What follows belongs to an exercise in optimizing a design on an open flow for small area and a short achievable clock period; a production flow would make more cautious choices. Where RTL was checked, it was by simulation tests only, not by an equivalence proof against the original. The clock port is modelled as an ideal driver, which makes a skipped or thinned clock tree look cheaper than it is; a real chip needs a root buffer or a tree. Power is estimated from default activity; no workload was simulated.

==> maple: inputs <==
Design kojisan_scale, start of the top module:
module kojisan_scale (
    input  wire        clk,
    input  wire        rst,
    input  wire        in_valid,
    input  wire        in_sel,
    input  wire [15:0] in_raw,
    output reg         out_valid,
    output reg         out_sel,
    output reg  [31:0] out_q
);
==> module kojisan_scale, before the edit <==
module kojisan_scale (
    input  wire        clk,
    input  wire        rst,
    input  wire        in_valid,
    input  wire        in_sel,
    input  wire [15:0] in_raw,
    output reg         out_valid,
    output reg         out_sel,
    output reg  [31:0] out_q
);
    reg [15:0] r1; reg s1, v1;
    reg [23:0] n3; reg s3, v3;
    wire [23:0] t1 = s1 ? {2'b0, r1, 6'b0} : {1'b0, r1, 7'b0};
    wire [23:0] t3 = s1 ? {6'b0, r1, 2'b0} : {4'b0, r1, 4'b0};
    wire [23:0] t4 = s1 ? 24'd0 : ~{8'd0, r1};
    wire [23:0] n  = t1 + {3'b0, r1, 5'b0} + t3 + t4 + {23'd0, ~s1};
    wire [56:0] w = {1'b0, n3, 8'd0, n3} + {17'd0, n3, 16'd0}
                  + (s3 ? 57'h000000001000000 : 57'h1d3000001000000);
    always @(posedge clk) begin
        if (rst) begin v1 <= 1'b0; v3 <= 1'b0; out_valid <= 1'b0; end
        else begin v1 <= in_valid; v3 <= v1; out_valid <= v3; end
        r1 <= in_raw; s1 <= in_sel;
        n3 <= n;      s3 <= s1;
        out_q <= w[56:25]; out_sel <= s3;
    end
endmodule
clock: 10.0 ns
lec_check: 0
cap_margin: 20
core_margin: 2
core_utilization: 40
slew_margin: 20
run.sh (not shown) runs the stock make flow with config.mk's settings and CLKGATE_MAP_FILE= SYNTH_SCRIPT=/design/flow/synth_recipe.tcl, a recipe that flattens the netlist after the stock synthesis.
==> delta (differences from maple) <==
==> flow/design.v (replaced) <==
module kojisan_scale (
    input  wire        clk,
    input  wire        rst,
    input  wire        in_valid,
    input  wire        in_sel,
    input  wire [15:0] in_raw,
    output reg         out_valid,
    output reg         out_sel,
    output reg  [31:0] out_q
);
    function automatic [31:0] skadd(input [31:0] a, input [31:0] b, input cin);
        reg [31:0] g, p, x;
        integer l, i;
        begin
            x = a ^ b;
            g = a & b;
            p = x;
            g[0] = g[0] | (p[0] & cin);
            for (l = 0; l < 5; l = l + 1)
                for (i = 0; i < 32; i = i + 1)
                    if (((i >> l) & 1) == 1) begin
                        g[i] = g[i] | (p[i] & g[((i >> l) << l) - 1]);
                        p[i] = p[i] & p[((i >> l) << l) - 1];
                    end
            skadd = x ^ {g[30:0], cin};
        end
    endfunction
    function automatic [63:0] bkadd64(input [63:0] a, input [63:0] b, input cin);
        reg [63:0] g, p, x;
        integer l, i;
        begin
            x = a ^ b;
            g = a & b;
            p = x;
            g[0] = g[0] | (p[0] & cin);
            for (l = 0; l < 6; l = l + 1)
                for (i = 0; i < 64; i = i + 1)
                    if ((i % (2 << l)) == (2 << l) - 1) begin
                        g[i] = g[i] | (p[i] & g[i - (1 << l)]);
                        p[i] = p[i] & p[i - (1 << l)];
                    end
            for (l = 4; l >= 0; l = l - 1)
                for (i = 0; i < 64; i = i + 1)
                    if (i >= (3 << l) - 1 && (i % (2 << l)) == (1 << l) - 1) begin
                        g[i] = g[i] | (p[i] & g[i - (1 << l)]);
                        p[i] = p[i] & p[i - (1 << l)];
                    end
            bkadd64 = x ^ {g[62:0], cin};
        end
    endfunction
    reg [15:0] r1; reg s1, v1;
    reg [20:0] p2; reg s2, v2;
    reg [23:0] n3; reg s3, v3;
    wire [20:0] p25 = {1'b0, r1, 4'b0000} + {2'b00, r1, 3'b000} + {5'b00000, r1};
    wire [31:0] pp  = {11'd0, p2};
    wire [31:0] n   = skadd(pp << 3, ~(s2 ? pp << 2 : pp), 1'b1);
    wire [63:0] w   = bkadd64({23'd0, 1'b0, n3, 8'h01, n3[23:16]},
                              {23'd0, s3 ? 9'h000 : 9'h1D3, 8'h00, n3}, 1'b0);
    always @(posedge clk) begin
        if (rst) begin v1 <= 1'b0; v2 <= 1'b0; v3 <= 1'b0; out_valid <= 1'b0; end
        else begin v1 <= in_valid; v2 <= v1; v3 <= v2; out_valid <= v3; end
        r1 <= in_raw; s1 <= in_sel;
        p2 <= p25;       s2 <= s1;
        n3 <= n[23:0];   s3 <= s2;
        out_q <= w[40:9]; out_sel <= s3;
    end
endmodule
==> flow/flow/run.sh (new file) <==
#!/bin/bash
set -euo pipefail
export BUFFER_PORTS_ARGS="-buffer_cell sky130_fd_sc_hd__buf_1"
export SETUP_SLACK_MARGIN=7.1
bash standard.sh finish > standard_flow.log 2>&1
==> flow/standard.sh (new file) <==
#!/bin/bash
# synth_recipe.tcl (not shown) runs the flow's synth.tcl, then flattens the netlist and writes it again
# the make line also repeats each setting of config.mk as NAME=value (left out here)
make -C /OpenROAD-flow-scripts/flow DESIGN_CONFIG=/design/flow/config.mk WORK_HOME=/design/flow/orfs CLKGATE_MAP_FILE= SYNTH_SCRIPT=/design/flow/synth_recipe.tcl "${@:-finish}"
CTS_BUF_LIST = sky130_fd_sc_hd__clkbuf_8   (was default)
CTS_CLUSTER_DIAMETER = 100   (was default)
CTS_CLUSTER_SIZE = 40   (was default)
removed: flow/run.sh
==> umber (differences from maple) <==
==> flow/design.v (replaced) <==
module kojisan_scale (
    input  wire        clk,
    input  wire        rst,
    input  wire        in_valid,
    input  wire        in_sel,
    input  wire [15:0] in_raw,
    output reg         out_valid,
    output reg         out_sel,
    output reg  [31:0] out_q
);
    reg [15:0] r1; reg s1, v1;
    reg [20:0] p2; reg s2, v2;
    reg [23:0] n3; reg s3, v3;
    wire [20:0] p25 = {1'b0, r1, 4'b0000} + {2'b00, r1, 3'b000} + {5'b00000, r1};
    wire [23:0] n = s2 ? {1'b0, p2, 2'b00} : ({p2, 3'b000} - {3'b000, p2});
    wire [56:0] w = {1'b0, n3, 8'd0, n3} + {17'd0, n3, 16'd0}
                  + (s3 ? 57'h000000001000000 : 57'h1d3000001000000);
    always @(posedge clk) begin
        if (rst) begin v1 <= 1'b0; v2 <= 1'b0; v3 <= 1'b0; out_valid <= 1'b0; end
        else begin v1 <= in_valid; v2 <= v1; v3 <= v2; out_valid <= v3; end
        r1 <= in_raw; s1 <= in_sel;
        p2 <= p25;    s2 <= s1;
        n3 <= n;      s3 <= s2;
        out_q <= w[56:25]; out_sel <= s3;
    end
endmodule
==> flow/flow/run.sh (new file) <==
#!/bin/bash
set -euo pipefail
export BUFFER_PORTS_ARGS="-buffer_cell sky130_fd_sc_hd__buf_1"
bash standard.sh finish > standard_flow.log 2>&1
==> flow/standard.sh (new file) <==
#!/bin/bash
# synth_recipe.tcl (not shown) runs the flow's synth.tcl, then flattens the netlist and writes it again
# the make line also repeats each setting of config.mk as NAME=value (left out here)
make -C /OpenROAD-flow-scripts/flow DESIGN_CONFIG=/design/flow/config.mk WORK_HOME=/design/flow/orfs CLKGATE_MAP_FILE= SYNTH_SCRIPT=/design/flow/synth_recipe.tcl "${@:-finish}"
CORE_UTILIZATION = 60   (was 40)
removed: flow/run.sh
==> summary of the runs <==
delta ran to the end with no violations. umber passed the timing, design-rule and antenna checks. maple went through all stages and came out clean. Of maple and umber, umber has the higher register-to-register slack (gap 1700 ps). The lowest utilization belongs to delta, the highest to umber. Between delta and maple, the lower first-iteration DRC count is in delta (gap 44%, measured against maple). In maple the synthesized area is lower than in delta, by about 8%. Power: umber is higher than maple (12%). Against delta, the sequential power of umber is smaller by about 2%. Clock power: delta < umber < maple.
No functional check of the RTL was part of maple.


==> trial 74: inputs <==
kojisan_scale, a different RTL version from the one above (not shown whole).
==> module kojisan_scale, before the edit <==
module kojisan_scale (
    input  wire        clk,
    input  wire        rst,
    input  wire        in_valid,
    input  wire        in_sel,
    input  wire [15:0] in_raw,
    output reg         out_valid,
    output reg         out_sel,
    output reg  [31:0] out_q
);
    function automatic [31:0] bkadd(input [31:0] a, input [31:0] b, input cin);
        reg [31:0] g, p, x;
        integer l, i;
        begin
            x = a ^ b;
            g = a & b;
            p = x;
            g[0] = g[0] | (p[0] & cin);
            for (l = 0; l < 5; l = l + 1)
                for (i = 0; i < 32; i = i + 1)
                    if ((i % (2 << l)) == (2 << l) - 1) begin
                        g[i] = g[i] | (p[i] & g[i - (1 << l)]);
                        p[i] = p[i] & p[i - (1 << l)];
                    end
            for (l = 3; l >= 0; l = l - 1)
                for (i = 0; i < 32; i = i + 1)
                    if (i >= (3 << l) - 1 && (i % (2 << l)) == (1 << l) - 1) begin
                        g[i] = g[i] | (p[i] & g[i - (1 << l)]);
                        p[i] = p[i] & p[i - (1 << l)];
                    end
            bkadd = x ^ {g[30:0], cin};
        end
    endfunction
    function automatic [63:0] bkadd64(input [63:0] a, input [63:0] b, input cin);
        reg [63:0] g, p, x;
        integer l, i;
        begin
            x = a ^ b;
            g = a & b;
            p = x;
            g[0] = g[0] | (p[0] & cin);
            for (l = 0; l < 6; l = l + 1)
                for (i = 0; i < 64; i = i + 1)
                    if ((i % (2 << l)) == (2 << l) - 1) begin
                        g[i] = g[i] | (p[i] & g[i - (1 << l)]);
                        p[i] = p[i] & p[i - (1 << l)];
                    end
            for (l = 4; l >= 0; l = l - 1)
                for (i = 0; i < 64; i = i + 1)
                    if (i >= (3 << l) - 1 && (i % (2 << l)) == (1 << l) - 1) begin
                        g[i] = g[i] | (p[i] & g[i - (1 << l)]);
                        p[i] = p[i] & p[i - (1 << l)];
                    end
            bkadd64 = x ^ {g[62:0], cin};
        end
    endfunction
    reg [15:0] r1; reg s1, v1;
    reg [20:0] p2; reg s2, v2;
    reg [23:0] n3; reg s3, v3;
    wire [20:0] p25 = {1'b0, r1, 4'b0000} + {2'b00, r1, 3'b000} + {5'b00000, r1};
    wire [31:0] pp  = {11'd0, p2};
    wire [31:0] n   = bkadd(pp << 3, ~(s2 ? pp << 2 : pp), 1'b1);
    wire [63:0] w   = bkadd64({23'd0, 1'b0, n3, 8'h01, n3[23:16]},
                              {23'd0, s3 ? 9'h000 : 9'h1D3, 8'h00, n3}, 1'b0);
    always @(posedge clk) begin
        if (rst) begin v1 <= 1'b0; v2 <= 1'b0; v3 <= 1'b0; out_valid <= 1'b0; end
        else begin v1 <= in_valid; v2 <= v1; v3 <= v2; out_valid <= v3; end
        r1 <= in_raw; s1 <= in_sel;
        p2 <= p25;       s2 <= s1;
        n3 <= n[23:0];   s3 <= s2;
        out_q <= w[40:9]; out_sel <= s3;
    end
endmodule
clock: 10.0 ns
lec_check: 0
cap_margin: 20
core_margin: 2
core_utilization: 40
cts_buf_list: sky130_fd_sc_hd__clkbuf_8
cts_cluster_diameter: 100
cts_cluster_size: 40
slew_margin: 20
standard.sh (not shown) runs the stock make flow with config.mk's settings and CLKGATE_MAP_FILE= SYNTH_SCRIPT=/design/flow/synth_recipe.tcl, a recipe that flattens the netlist after the stock synthesis.
==> flow/flow/run.sh <==
#!/bin/bash
set -euo pipefail
export BUFFER_PORTS_ARGS="-buffer_cell sky130_fd_sc_hd__buf_1"
export SETUP_SLACK_MARGIN=7.1
bash standard.sh finish > standard_flow.log 2>&1
==> trial 4: changes against trial 74 <==
--- a/flow/design.v
+++ b/flow/design.v
@@ -8,7 +8,7 @@
     output reg         out_sel,
     output reg  [31:0] out_q
 );
-    function automatic [31:0] bkadd(input [31:0] a, input [31:0] b, input cin);
+    function automatic [31:0] skadd(input [31:0] a, input [31:0] b, input cin);
         reg [31:0] g, p, x;
         integer l, i;
         begin
@@ -18,17 +18,11 @@
             g[0] = g[0] | (p[0] & cin);
             for (l = 0; l < 5; l = l + 1)
                 for (i = 0; i < 32; i = i + 1)
-                    if ((i % (2 << l)) == (2 << l) - 1) begin
-                        g[i] = g[i] | (p[i] & g[i - (1 << l)]);
-                        p[i] = p[i] & p[i - (1 << l)];
+                    if (((i >> l) & 1) == 1) begin
+                        g[i] = g[i] | (p[i] & g[((i >> l) << l) - 1]);
+                        p[i] = p[i] & p[((i >> l) << l) - 1];
                     end
-            for (l = 3; l >= 0; l = l - 1)
-                for (i = 0; i < 32; i = i + 1)
-                    if (i >= (3 << l) - 1 && (i % (2 << l)) == (1 << l) - 1) begin
-                        g[i] = g[i] | (p[i] & g[i - (1 << l)]);
-                        p[i] = p[i] & p[i - (1 << l)];
-                    end
-            bkadd = x ^ {g[30:0], cin};
+            skadd = x ^ {g[30:0], cin};
         end
     endfunction
     function automatic [63:0] bkadd64(input [63:0] a, input [63:0] b, input cin);
@@ -54,19 +48,48 @@
             bkadd64 = x ^ {g[62:0], cin};
         end
     endfunction
+    function automatic [31:0] bkadd(input [31:0] a, input [31:0] b, input cin);
+        reg [31:0] g, p, x;
+        integer l, i;
+        begin
+            x = a ^ b;
+            g = a & b;
+            p = x;
+            g[0] = g[0] | (p[0] & cin);
+            for (l = 0; l < 5; l = l + 1)
+                for (i = 0; i < 32; i = i + 1)
+                    if ((i % (2 << l)) == (2 << l) - 1) begin
+                        g[i] = g[i] | (p[i] & g[i - (1 << l)]);
+                        p[i] = p[i] & p[i - (1 << l)];
+                    end
+            for (l = 3; l >= 0; l = l - 1)
+                for (i = 0; i < 32; i = i + 1)
+                    if (i >= (3 << l) - 1 && (i % (2 << l)) == (1 << l) - 1) begin
+                        g[i] = g[i] | (p[i] & g[i - (1 << l)]);
+                        p[i] = p[i] & p[i - (1 << l)];
+                    end
+            bkadd = x ^ {g[30:0], cin};
+        end
+    endfunction
     reg [15:0] r1; reg s1, v1;
-    reg [20:0] p2; reg s2, v2;
+    reg [18:0] a2; reg s2, v2;
     reg [23:0] n3; reg s3, v3;
-    wire [20:0] p25 = {1'b0, r1, 4'b0000} + {2'b00, r1, 3'b000} + {5'b00000, r1};
-    wire [31:0] pp  = {11'd0, p2};
-    wire [31:0] n   = bkadd(pp << 3, ~(s2 ? pp << 2 : pp), 1'b1);
+    wire [31:0] rr  = {16'd0, r1};
+    wire [31:0] a   = skadd(rr << 3, ~rr, 1'b1);
+    wire [18:0] am  = s1 ? {1'b0, r1, 2'b00} : a[18:0];
+    wire [31:0] t1  = {9'd0, a2, 4'b0000};
+    wire [31:0] t2  = {10'd0, a2, 3'b000};
+    wire [31:0] t3  = {13'd0, a2};
+    wire [31:0] cs  = t1 ^ t2 ^ t3;
+    wire [31:0] cc  = ((t1 & t2) | (t1 & t3) | (t2 & t3)) << 1;
+    wire [31:0] n   = bkadd(cs, cc, 1'b0);
     wire [63:0] w   = bkadd64({23'd0, 1'b0, n3, 8'h01, n3[23:16]},
                               {23'd0, s3 ? 9'h000 : 9'h1D3, 8'h00, n3}, 1'b0);
     always @(posedge clk) begin
         if (rst) begin v1 <= 1'b0; v2 <= 1'b0; v3 <= 1'b0; out_valid <= 1'b0; end
         else begin v1 <= in_valid; v2 <= v1; v3 <= v2; out_valid <= v3; end
         r1 <= in_raw; s1 <= in_sel;
-        p2 <= p25;       s2 <= s1;
+        a2 <= am;        s2 <= s1;
         n3 <= n[23:0];   s3 <= s2;
         out_q <= w[40:9]; out_sel <= s3;
     end
==> flow/flow/run.sh (replaced) <==
#!/bin/bash
set -euo pipefail
export BUFFER_PORTS_ARGS="-buffer_cell sky130_fd_sc_hd__buf_1"
export SETUP_SLACK_MARGIN=7.25
bash standard.sh cts > standard_to_cts.log 2>&1
openroad -no_init -exit flow/clktree.tcl > clktree.log 2>&1
bash standard.sh finish > standard_finish.log 2>&1
==> flow/flow/clktree.tcl (new file) <==
# Replace the clock tree that CTS built with four clock buffers fed straight
# from the clock port, each driving one quarter of the flip-flops (split by
# position), then legalize. Reads and rewrites the 4_cts.odb of the standard flow.
set platform $::env(FLOW_HOME)/platforms/$::env(FLOW_PLATFORM)
set results orfs/results/$::env(FLOW_PLATFORM)/kojisan_scale/base
read_lef $platform/lef/sky130_fd_sc_hd.tlef
read_lef $platform/lef/sky130_fd_sc_hd_merged.lef
read_liberty $platform/lib/sky130_fd_sc_hd__tt_025C_1v80.lib
read_db $results/4_cts.odb
read_sdc $results/4_cts.sdc
proc rebuild_clock_tree {ngroup bufmaster} {
  set block [ord::get_db_block]
  set db [ord::get_db]
  set clkport [$block findBTerm clk]
  set clknet [$clkport getNet]
  # every cell on the clock tree below the port (buffers, inverters, dummy loads)
  set sinks {}
  set treecells {}
  set front [list $clknet]
  set seen [dict create]
  while {[llength $front]} {
    set net [lindex $front 0]; set front [lrange $front 1 end]
    foreach it [$net getITerms] {
      if {![$it isInputSignal] && [$it getIoType] ne "INPUT"} continue
      set inst [$it getInst]
      set m [$inst getMaster]
      if {[$m isSequential]} { lappend sinks $it; continue }
      if {[dict exists $seen [$inst getName]]} continue
      dict set seen [$inst getName] 1
      lappend treecells $inst
      foreach o [$inst getITerms] {
        if {[$o isOutputSignal] && [$o getNet] ne "NULL"} { lappend front [$o getNet] }
      }
    }
  }
  puts "clock tree: [llength $treecells] cells, [llength $sinks] sinks"
  # delete the old tree
  foreach inst $treecells {
    foreach o [$inst getITerms] {
      if {[$o isOutputSignal] && [$o getNet] ne "NULL"} {
        set n [$o getNet]
        foreach it [$n getITerms] { $it disconnect }
        odb::dbNet_destroy $n
      }
    }
    foreach it [$inst getITerms] { if {[$it getNet] ne "NULL"} { $it disconnect } }
    odb::dbInst_destroy $inst
  }
  # cluster sinks: split by x into two halves, then each by y (ngroup = 4), or by x only
  set pts {}
  foreach it $sinks {
    set inst [$it getInst]
    set bb [$inst getBBox]
    lappend pts [list [expr {([$bb xMin] + [$bb xMax]) / 2}] [expr {([$bb yMin] + [$bb yMax]) / 2}] $it]
  }
  set groups [list $pts]
  set axis 0
  while {[llength $groups] < $ngroup} {
    set next {}
    foreach g $groups {
      set s [lsort -integer -index $axis $g]
      set h [expr {[llength $s] / 2}]
      lappend next [lrange $s 0 [expr {$h - 1}]] [lrange $s $h end]
    }
    set groups $next
    set axis [expr {1 - $axis}]
  }
  set master [$db findMaster $bufmaster]
  set k 0
  foreach g $groups {
    set sx 0; set sy 0
    foreach p $g { incr sx [lindex $p 0]; incr sy [lindex $p 1] }
    set cx [expr {$sx / [llength $g]}]; set cy [expr {$sy / [llength $g]}]
    set inst [odb::dbInst_create $block $master clkbuf_flat_$k]
    $inst setLocation $cx $cy
    $inst setPlacementStatus PLACED
    set net [odb::dbNet_create $block clknet_flat_$k]
    $net setSigType CLOCK
    [$inst findITerm A] connect $clknet
    [$inst findITerm X] connect $net
    foreach p $g { [lindex $p 2] connect $net }
    puts "group $k: [llength $g] sinks at ($cx, $cy)"
    incr k
  }
}
rebuild_clock_tree 4 sky130_fd_sc_hd__clkbuf_16
detailed_placement
check_placement -verbose
source $platform/setRC.tcl
estimate_parasitics -placement
set_propagated_clock [all_clocks]
report_clock_skew
report_worst_slack -max
report_worst_slack -min
write_db $results/4_cts.odb
==> build 3: changes against trial 74 <==
==> flow/design.v (replaced) <==
module kojisan_scale (
    input  wire        clk,
    input  wire        rst,
    input  wire        in_valid,
    input  wire        in_sel,
    input  wire [15:0] in_raw,
    output reg         out_valid,
    output reg         out_sel,
    output wire [31:0] out_q
);
    wire [18:0] p5  = {1'b0, in_raw, 2'b00} + {3'b000, in_raw};
    wire [20:0] p25 = {p5, 2'b00} + {2'b00, p5};
    wire [23:0] n0  = in_sel ? {1'b0, p25, 2'b00} : ({p25, 3'b000} - {3'b000, p25});
    reg  [23:0] n;
    always @(posedge clk) begin
        if (rst) out_valid <= 1'b0;
        else     out_valid <= in_valid;
        out_sel <= in_sel;
        n       <= n0;
    end
    wire [9:0]  cs  = {2'b00, n[23:16]} + {1'b0, n[8:0]};
    wire        c25 = |cs[9:8];
    wire [31:0] q0  = {1'b0, n, 7'd0} + {17'd0, n[23:9]} + {31'd0, c25};
    assign out_q = {q0[31:23] + (out_sel ? 9'd0 : 9'h1D3), q0[22:0]};
endmodule
==> flow/run.sh (new file) <==
#!/bin/bash
# synth_recipe.tcl (not shown) runs the flow's synth.tcl, then flattens the netlist and writes it again
# the make line also repeats each setting of config.mk as NAME=value (left out here)
make -C /OpenROAD-flow-scripts/flow DESIGN_CONFIG=/design/flow/config.mk WORK_HOME=/design/flow/orfs CLKGATE_MAP_FILE= SYNTH_SCRIPT=/design/flow/synth_recipe.tcl finish
--- a/flow/config.mk
+++ b/flow/config.mk
@@ -8,7 +8,4 @@
 export CAP_MARGIN = 20
 export CORE_MARGIN = 2
 export CORE_UTILIZATION = 40
-export CTS_BUF_LIST = sky130_fd_sc_hd__clkbuf_8
-export CTS_CLUSTER_DIAMETER = 100
-export CTS_CLUSTER_SIZE = 40
 export SLEW_MARGIN = 20
removed: flow/flow/run.sh
removed: flow/standard.sh
==> summary of the runs <==
- The highest sequential power belongs to trial 74, the lowest to build 3.
- Die area, highest first: trial 74, trial 4, build 3.
- Final area, highest first: trial 74, trial 4, build 3.
- First-iteration DRC count, highest first: build 3, trial 74, trial 4.
- In build 3 the core utilization is higher than in trial 4, by 0.62 points.
No functional check of the RTL was part of any run of this note. The clock cells of trial 4 come from the design's own scripts or RTL, not from TritonCTS.

-- afterwards: timing with drivers on the ports --
How much do the figures lean on ideal ports? The routed layouts below were timed once more, with nothing changed but the port constraints.
Step 1 assumes that a clkbuf_16 drives the clock port and a buf_2 every other input.
Step 2 adds t to the input delays and takes it off the output delays; t is the mean of the earliest and latest rising clock arrival at the registers after step 1. Input paths then give back, and output paths get back, about the clock's delay inside the block.
Three values: no drivers, after step 1, after step 2; two values: the first two.
run	t (ns)	setup slack, ns	hold slack, ns	worst setup path at the end	worst data-port slew with drivers (ns)
maple	0.370	5.296 / 5.296 / 5.296	0.399 / 0.399 / 0.399	register to register	0.03
delta	0.390	7.164 / 7.133 / 7.301	0.350 / 0.350 / 0.350	register to register	0.03
umber	0.398	6.978 / 6.978 / 6.978	0.335 / 0.335 / 0.335	register to register	0.03
trial 74	0.402	7.110 / 7.111 / 7.111	0.334 / 0.334 / 0.334	register to register	0.03
trial 4	0.236	7.181 / 7.181 / 7.181	0.334 / 0.334 / 0.334	register to register	0.03
build 3	0.286	2.356 / 2.330 / 2.098	2.276 / 2.276 / 2.562	input to register	0.03
After both steps setup and hold are still met in every run listed. For build 3, which loses most, drivers alone change the setup slack by -0.026 ns; drivers and shift together by -0.258 ns.
